This is an optimization exercise on Yosys and OpenROAD, whose aim is small area, a short achievable clock period and few clock cycles, not a production implementation. Only simulation tests tie the RTL to the original design; equivalence was not proved.

==> flow/design.v <==
module radix_converter (
    input  wire       clk,
    input  wire       rst,         
    input  wire       in_we,
    input  wire [5:0] in_addr,
    input  wire [7:0] in_wdata,
    input  wire       start,
    input  wire [6:0] in_len,
    input  wire [8:0] src_base,
    input  wire [8:0] dst_base,
    output reg        busy,
    output reg        done,
    output reg        err,
    output reg  [7:0] errcode,
    output reg  [6:0] out_len,
    input  wire [5:0] out_addr,
    output wire [7:0] out_rdata
);
    localparam P  = 4;             
    localparam LP = 2;             
    localparam R4 = 2;             
    localparam [7:0] ERR_BASE     = 8'h02;
    localparam [7:0] ERR_DIGIT    = 8'h03;
    localparam [7:0] ERR_CAPACITY = 8'h07;
    reg [7:0] in_mem [0:63];       
    reg [7:0] mem    [0:63];       
    always @(posedge clk) begin
        if (in_we)
            in_mem[in_addr] <= in_wdata;
    end
    reg [8:0] a;                   
    reg [8:0] b;                   
    reg [9:0] b2;                  
    reg [10:0] b3;                 
    reg [5:0] olm1;                
    reg [9:0] e_num;               
    reg [6:0] e_den;
    reg [5:0] e_q;
    reg [1:0] e_cnt;
    wire      e_rdy = (e_cnt == 2'd0);
    wire [3:0]  e_sh1 = {1'b0, e_cnt, 1'b0} - 4'd1;
    wire [3:0]  e_sh2 = {1'b0, e_cnt, 1'b0} - 4'd2;
    wire [15:0] e_sub1 = {9'd0, e_den} << e_sh1;
    wire [15:0] e_sub2 = {9'd0, e_den} << e_sh2;
    wire        e_q1  = ({6'd0, e_num} >= e_sub1);
    wire [9:0]  e_n1  = e_q1 ? e_num - e_sub1[9:0] : e_num;
    wire        e_q2  = ({6'd0, e_n1} >= e_sub2);
    wire [9:0]  e_n2  = e_q2 ? e_n1 - e_sub2[9:0] : e_n1;
    function [3:0] msb_pos;        
        input [8:0] v;
        integer i;
        begin
            msb_pos = 4'd0;
            for (i = 1; i < 9; i = i + 1)
                if (v[i]) msb_pos = i[3:0];
        end
    endfunction
    wire [3:0] ea  = msb_pos(src_base);
    wire [3:0] eb  = msb_pos(dst_base);
    wire [11:0] sa = {src_base, 3'b000} >> ea;   
    wire [11:0] sb = {dst_base, 3'b000} >> eb;
    wire [2:0] ma  = sa[2:0];
    wire [2:0] mb  = sb[2:0];
    wire [8:0] low_mask = (ea > 4'd3) ? ((9'd1 << (ea - 4'd3)) - 9'd1) : 9'd0;
    wire       sticky   = ((src_base & low_mask) != 9'd0);
    wire [3:0] mas = {1'b0, ma} + {3'b0, sticky};
    wire [3:0] tab = (mas == 4'd0) ? 4'd0 : (mas == 4'd8) ? 4'd8 : mas + 4'd1;
    wire [6:0] la8 = {ea[2:0], 3'b000} + {3'b0, tab} + (ea[3] ? 7'd64 : 7'd0);
    wire [6:0] lb8 = {eb[2:0], mb} + (eb[3] ? 7'd64 : 7'd0);
    reg        rd_on;              
    reg [7:0]  rj;                 
    reg [7:0]  s_prev;             
    reg [6:0]  len_done;           
    reg [6:0]  gleft;              
    reg [7:0] dptr;           
    reg [7:0]  din;                
    reg        ovf;                
    wire [6:0] len_eff;            
    wire [7:0] s_need  = {1'b0, len_eff} + {2'b0, e_q};
    wire       rd_last = rd_on && (rj >= P) && e_rdy && (rj + 8'd1 >= s_need);
    wire       byp     = (s_prev == P + 1);   
    wire       rd_fin  = rd_last && (gleft == 7'd1);
    reg [7:0] tx [0:P];
    reg       tv [0:P];
    reg       tf [0:P];            
    reg       tl [0:P];            
    reg       tz [0:P];            
    reg [7:0] pc [0:P-1];          
    wire [5:0] rd_idx = busy ? rj[5:0] : (olm1 - out_addr);
    wire [7:0] rd_val = mem[rd_idx];
    assign out_rdata  = rd_val;
    wire       dreal  = !dptr[7];
    wire [7:0] dval   = in_mem[dptr[5:0]];
    wire [6:0] pad    = (7'd0 - in_len) & (P - 1);   
    wire       dbad   = rd_on && (rj < P) && dreal && (a[8] == 1'b0) && (dval >= a[7:0]);
    reg  [7:0] jw;
    reg  [7:0] len_acc;
    wire [7:0] jw_cur  = tf[P] ? 8'd0 : jw + 8'd1;
    wire       w_nz    = (tx[P] != 8'd0);
    wire [7:0] len_cur = w_nz ? jw_cur + 8'd1 : (tf[P] ? 8'd0 : len_acc);
    wire       ovf_cur = ovf || (tv[P] && w_nz && jw_cur[7:6] != 2'b00);
    wire [6:0] len_fin = ovf_cur ? 7'd64 : len_cur[6:0];
    assign     len_eff = (tv[P] && tl[P]) ? len_fin : len_done;
    genvar k;
    generate
        for (k = 0; k < P; k = k + 1) begin : pe
            wire [7:0]  dsel = tf[k] ? din : 8'd0;
            wire [16:0] t    = tx[k] * a + {9'd0, dsel} + {9'd0, pc[k]};
            wire [7:0]  q;
            wire [7:0]  r;
            radix_converter_div #(.R4(R4)) u_div (.t(t), .b(b), .b2(b2), .b3(b3), .q(q), .r(r));
            always @(posedge clk) begin
                pc[k]    <= tv[k] ? q : 8'd0;
                tx[k+1]  <= r;
            end
        end
    endgenerate
    integer m;
    always @(posedge clk) begin
        for (m = 0; m < P; m = m + 1) begin
            tf[m+1] <= tf[m];
            tl[m+1] <= tl[m];
            tz[m+1] <= tz[m];
        end
    end
    always @(posedge clk) begin
        if (rst) begin
            busy    <= 1'b0;
            done    <= 1'b0;
            err     <= 1'b0;
            errcode <= 8'h00;
            out_len <= 7'd0;
            olm1    <= 6'd0;
            rd_on   <= 1'b0;
            for (m = 0; m <= P; m = m + 1)
                tv[m] <= 1'b0;
        end else begin
            for (m = 0; m < P; m = m + 1)
                tv[m+1] <= tv[m];
            tv[0] <= rd_on;
            if (!busy) begin
                if (start) begin
                    done    <= 1'b0;
                    err     <= 1'b0;
                    errcode <= 8'h00;
                    out_len <= 7'd0;
                    if (in_len > 7'd64) begin
                        done    <= 1'b1;
                        err     <= 1'b1;
                        errcode <= ERR_CAPACITY;
                    end else if (src_base < 9'd2 || src_base > 9'd256 ||
                                 dst_base < 9'd2 || dst_base > 9'd256) begin
                        done    <= 1'b1;
                        err     <= 1'b1;
                        errcode <= ERR_BASE;
                    end else begin
                        busy  <= 1'b1;
                        rd_on <= 1'b1;
                    end
                end
            end else if (dbad) begin
                busy    <= 1'b0;
                done    <= 1'b1;
                err     <= 1'b1;
                errcode <= ERR_DIGIT;
                rd_on   <= 1'b0;
                for (m = 0; m <= P; m = m + 1)
                    tv[m] <= 1'b0;
            end else begin
                if (rd_fin)
                    rd_on <= 1'b0;
                if (tv[P] && tz[P]) begin
                    busy <= 1'b0;
                    done <= 1'b1;
                    if (ovf_cur) begin
                        err     <= 1'b1;
                        errcode <= ERR_CAPACITY;
                    end else begin
                        out_len <= (len_cur == 8'd0) ? 7'd1 : len_cur[6:0];
                        olm1    <= (len_cur == 8'd0) ? 6'd0 : len_cur[5:0] - 6'd1;
                    end
                end
            end
        end
    end
    always @(posedge clk) begin
        if (!busy) begin
            a        <= src_base;
            b        <= dst_base;
            b2       <= {dst_base, 1'b0};
            b3       <= {dst_base, 1'b0} + {2'b0, dst_base};
            rj       <= 8'd0;
            s_prev   <= 8'd0;
            len_done <= 7'd0;
            gleft    <= (in_len == 7'd0) ? 7'd1 : ({1'b0, in_len} + P - 1) >> LP;
            dptr     <= (in_len == 7'd0) ? (8'd0 - P) : (8'd0 - {1'b0, pad});
            ovf      <= 1'b0;
            e_num    <= ({3'b0, la8} << LP) + {3'b0, lb8} - 10'd1;
            e_den    <= lb8;
            e_q      <= 6'd0;
            e_cnt    <= 2'd3;
        end else begin
            if (!e_rdy) begin
                e_num <= e_n2;
                e_q   <= {e_q[3:0], e_q1, e_q2};
                e_cnt <= e_cnt - 2'd1;
            end
            if (rd_last) begin
                rj     <= 8'd0;
                s_prev <= rj + 8'd1;
                gleft  <= gleft - 7'd1;
            end else begin
                rj <= rj + 8'd1;
            end
            if (rd_on && rj < P) begin
                din  <= dreal ? dval : 8'd0;
                dptr <= dptr + 8'd1;
            end
            if (tv[P]) begin
                jw      <= jw_cur;
                len_acc <= len_cur;
                ovf     <= ovf_cur;
                if (tl[P])
                    len_done <= len_fin;
            end
        end
        tx[0] <= (rd_on && rj < s_prev && rj < 8'd64) ? (byp ? tx[P] : rd_val) : 8'd0;
        tf[0] <= (rj == 8'd0);
        tl[0] <= rd_last;
        tz[0] <= rd_fin;
    end
    always @(posedge clk) begin
        if (busy && tv[P] && jw_cur[7:6] == 2'b00)
            mem[jw_cur[5:0]] <= tx[P];
    end
endmodule
module radix_converter_div #(
    parameter R4 = 2
) (
    input  wire [16:0] t,
    input  wire [8:0]  b,
    input  wire [9:0]  b2,
    input  wire [10:0] b3,
    output wire [7:0]  q,
    output wire [7:0]  r
);
    wire [16:0] rem [0:8];
    assign rem[8] = t;
    genvar j, i;
    generate
        for (j = 0; j < R4; j = j + 1) begin : r4
            localparam LP = 6 - 2 * j;
            wire [10:0] hi = rem[LP+2][LP+10:LP];
            wire [11:0] d1 = {1'b0, hi} - {3'b0, b};
            wire [11:0] d2 = {1'b0, hi} - {2'b0, b2};
            wire [11:0] d3 = {1'b0, hi} - {1'b0, b3};
            wire [10:0] nh = !d3[11] ? d3[10:0] : !d2[11] ? d2[10:0] : !d1[11] ? d1[10:0] : hi;
            assign q[LP+1] = !d2[11];
            assign q[LP]   = !d3[11] | (d2[11] & !d1[11]);
            assign rem[LP+1] = 17'd0;
            if (LP > 0) begin : m
                assign rem[LP] = {{(6-LP){1'b0}}, nh, rem[LP+2][LP-1:0]};
            end else begin : m
                assign rem[LP] = {6'd0, nh};
            end
        end
        for (i = 7 - 2 * R4; i >= 0; i = i - 1) begin : r2
            wire [9:0]  hi = rem[i+1][i+9:i];
            wire [10:0] d  = {1'b0, hi} - {2'b0, b};
            assign q[i] = ~d[10];
            if (i > 0) begin : m
                assign rem[i] = d[10] ? rem[i+1] : {{(7-i){1'b0}}, d[9:0], rem[i+1][i-1:0]};
            end else begin : m
                assign rem[i] = d[10] ? rem[i+1] : {7'd0, d[9:0]};
            end
        end
    endgenerate
    assign r = rem[0][7:0];
endmodule
==> flow/run.sh <==
#!/bin/bash
# synth_recipe.tcl (not shown) runs the flow's synth.tcl, then flattens the netlist and writes it again
# the make line also repeats each setting of config.mk as NAME=value (left out here)
make -C /OpenROAD-flow-scripts/flow DESIGN_CONFIG=/design/flow/config.mk WORK_HOME=/design/flow/orfs CLKGATE_MAP_FILE= SYNTH_SCRIPT=/design/flow/synth_recipe.tcl finish
==> flow/config.mk <==
export PLATFORM = sky130hd
export DESIGN_NAME = radix_converter
export DESIGN_NICKNAME = radix_converter
export VERILOG_FILES = /design/flow/design.v
export SDC_FILE = /design/flow/constraint.sdc
export NUM_CORES = 4
export LEC_CHECK = 0
export CAP_MARGIN = 20
export CORE_MARGIN = 2
export CORE_UTILIZATION = 40
export SLEW_MARGIN = 20
==> flow/constraint.sdc <==
create_clock -name core_clock -period 40.0 [get_ports {clk}]
set_input_delay 8.0000 -clock core_clock [delete_from_list [all_inputs] [get_ports {clk}]]
set_output_delay 8.0000 -clock core_clock [all_outputs]
set_load 0.01 [all_outputs]
==> run summary <==
==> area by class of cell <==
| cell class | count | area share |
|---|---|---|
| inverter | 534 | 0.0226 |
| clock buffer | 163 | 0.0396 |
| tap | 2656 | 0.0373 |
| clock inverter | 85 | 0.00974 |
| timing repair buffer | 155 | 0.0149 |
| sequential | 1256 | 0.407 |
| multi-input combinational | 4696 | 0.469 |
==> kinds of logic (layout without fill, tap and decap cells) <==
logic type,Yosys count,in the layout,synth area share
fa+ha+maj,940,940,0.170
flops,1256,1256,0.449
mux,504,504,0.107
other cells,1,5,0.0000464
simple gates,1656,1656,0.0988
xor+xnor,358,358,0.0389
compound gates,1233,1233,0.101
buf+inv,748,937,0.0356
==> worst reg2reg max path: cells and delay by family, from the launching register on <==
family                     cells  cell delay [ns]
buffers and inverters          6             0.62
and+or+nand+nor               14             2.74
DFF                            1             0.31
xor gates and xnor gates       1             0.59
muxes                          6             2.22
adders and majority gates     12             5.43
AOI/OAI and AO/OA             40             9.35
==> metal layers <==
layer	routed length, um	vias to the layer above	global-route usage
li1	-	24700	-
met1	89900	26500	0.266
met2	101000	1340	0.345
met3	10700	300	0.0276
met4	6710	0	0.0646
met5	0	-	0
==> path summary, 6_finish.rpt <==
kind | slack (ns) | startpoint | endpoint
worst min-delay path | 0.33 | tl[2]$_DFF_P_ | tl[3]$_DFF_P_
worst max-delay path | 18.60 | a[6]$_DFFE_PN_ | tx[1][1]$_DFF_P_
worst max register to register | 18.60 | a[6]$_DFFE_PN_ | tx[1][1]$_DFF_P_
worst min register to register | 0.33 | tl[2]$_DFF_P_ | tl[3]$_DFF_P_
==> placed cells by master, fill, tap and decap left out, drive strengths merged, types with 64 or more instances in the layout <==
cell type / n
nor3: 69
mux2i: 115
a21oi: 346
nor2b: 127
ha: 675
inv: 539
fa: 265
nand3: 92
and2: 230
nand2: 503
mux2: 124
nor2: 415
edfxtp: 1107
a21o: 155
buf: 94
clkbuf: 163
o21a: 64
o21bai: 73
xor2: 143
nand2b: 67
o21ai: 228
xnor2: 215
mux4: 265
dfxtp: 149
==> metrics by stage <==
step           utilization  cells  worst slack, ns
3_5_place_dp         0.423   9297            18.78
4_1_cts              0.445   9545            18.65
5_1_grt              0.445   9545            16.91
3_3_place_gp         0.423   9295            19.02
2_1_floorplan            -   6700            20.88
6_report             0.445   9545            18.60
==> registers in the layout, indices dropped and copies added, names as in the netlist, 9 cells and up, named ones only <==
register / count
in_mem: 512
mem: 512
tx: 40
pc: 32
b3: 10
e_num: 10
a: 9
b: 9
==> flow_summary.ini <==
[setup_path]
startpoint_type = register
arrival_ns = 22.06
reg2reg_depth = 79
max_stage_delay_ns = 0.80
path_class = register to register
cp.required_ns = 40.66
path_delay_family = compound AO/OA/AOI/OAI gates
worst-path-buf-inv = 6
critPathSlowestCell = or4_1
cp_max_fo = 33
cp.depth = 79
cpMostUsedCell = a21oi_1
endpoint_kind = register

[logic_synthesis]
yosys_register_bits = 1256
async_reset_ff_frac = 0
synthDominantAreaCellType = edfxtp_1
ys_seq_area_frac = 0.449
synthTopCellsByArea = edfxtp_1 (41%), ha_1 (10%), mux4_2 (7.4%), fa_1 (6.6%), dfxtp_1 (3.7%)
synth_edf_count = 1107
synth_flop_cell = edfxtp_1
synth_area_sq_um = 80700
ys_warn_count = 8
synth.most_common_cell = edfxtp_1
netlist_top_cells_count = edfxtp_1 (1107), ha_1 (675), inv_1 (532)
synthCells = 6696
avgSynthCellArea_sq_um = 12.1
synth.top_cell.area_share = 0.412
netlist-cell-type-count = 105

[sta]
hold_viol_final = 0
timing.hold.ws_ns = 0.330
skew_ns = 0.0452
report.final.slew_viol_count = 0
fmax_ghz = 0.0467
setup-violations-final = 0
min_period_ns = 21.40
tightest_slew_ns = 1.01
tns_ns = 0
period_share = 0.535
grt_setup_unrepaired = no
slew-limit-headroom = 0.325

[cells_and_area]
finalInstanceArea_sq_um = 89000
fillers = 18300
multi_input_area_sq_um = 41700
antenna_cells = 0
area_growth_syn_to_layout_pct = 10.3
drive_gt1_frac = 0.110
fin_nets = 7767
seqCellArea_sq_um = 36200

[floorplanning]
fp.dieH_um = 453
num_rows = 164
die-area_sq_um = 205000
die_width_um = 453
core_sq_um = 200000
pin_count = 75
start_util = 0.404

[global_routing]
grt_pass1_wl_mm = 321
grt_overflow_total = 0
antenna_found_initial = 3
grt_max_degree = 129
grt_pass1_vias = 54000
grt_usage = 0.202

[flow_run]
max_cap_violations = 0

[cts]
clk-insertion-delay-late_ns = 0.80
clkSlewWorstSetupHoldPaths_ns = 0.06
clock_path_buffers = 3
cts_sinks = 1256
cts-hold-fix-buffers = 0
post-cts-setup-buffer-count = 0
post_cts_resize_count = 0
numCtsBuffers = 135
cts_tree = done
cts-htree-levels = 4
ctsRootBufferMaster = clkbuf_16

[detailed_routing]
remaining_drc_errors = 0
initialDrtViolationCount = 3771
drtPass1Iterations = 6
wirelength_mm = 208
wl_per_cell_um = 21.8
viasPerCell = 5.53
vias = 52800
ant_nets = 0

[outcome]
outcome = finished clean

[place]
dp_hpwl_mm = 145
io_buffer_count = 69
dpl-instance-area_sq_um = 84600
place_congestion = 0.868

[hold_path]
hp-class = register to register
holdPathStages = 0
Testbench counts, summed over its fixed seeds: cycles 39,087.

==> separate check: timing with driven ports <==
No port has a modelled driver above. Below, the same layout with a new extraction and two added sets of constraints. Step 1: set_driving_cell puts a clkbuf_16 on clk and a buf_2 on each other input, an assumption about the parent block. Step 2 adds t to the input delays and takes it off the output delays; t is the mean of the earliest and latest rising clock arrival at the registers after step 1. Input paths then give back, and output paths get back, about the clock's delay inside the block. a / b / c = ideal / step 1 / step 2; a / b = the first two.
shift t [ns]: 0.855
setup WS [ns]: 18.598 / 18.598 / 18.598
latest minus earliest clock arrival (ns): 0.052 / 0.052
slew at the worst register clock pin (ns): 0.07 / 0.07
cell pins on the clock port's net: 1
After both steps setup and hold are still met in this run. For this run, drivers alone change the setup slack by 0.000 ns; drivers and shift together by 0.000 ns.
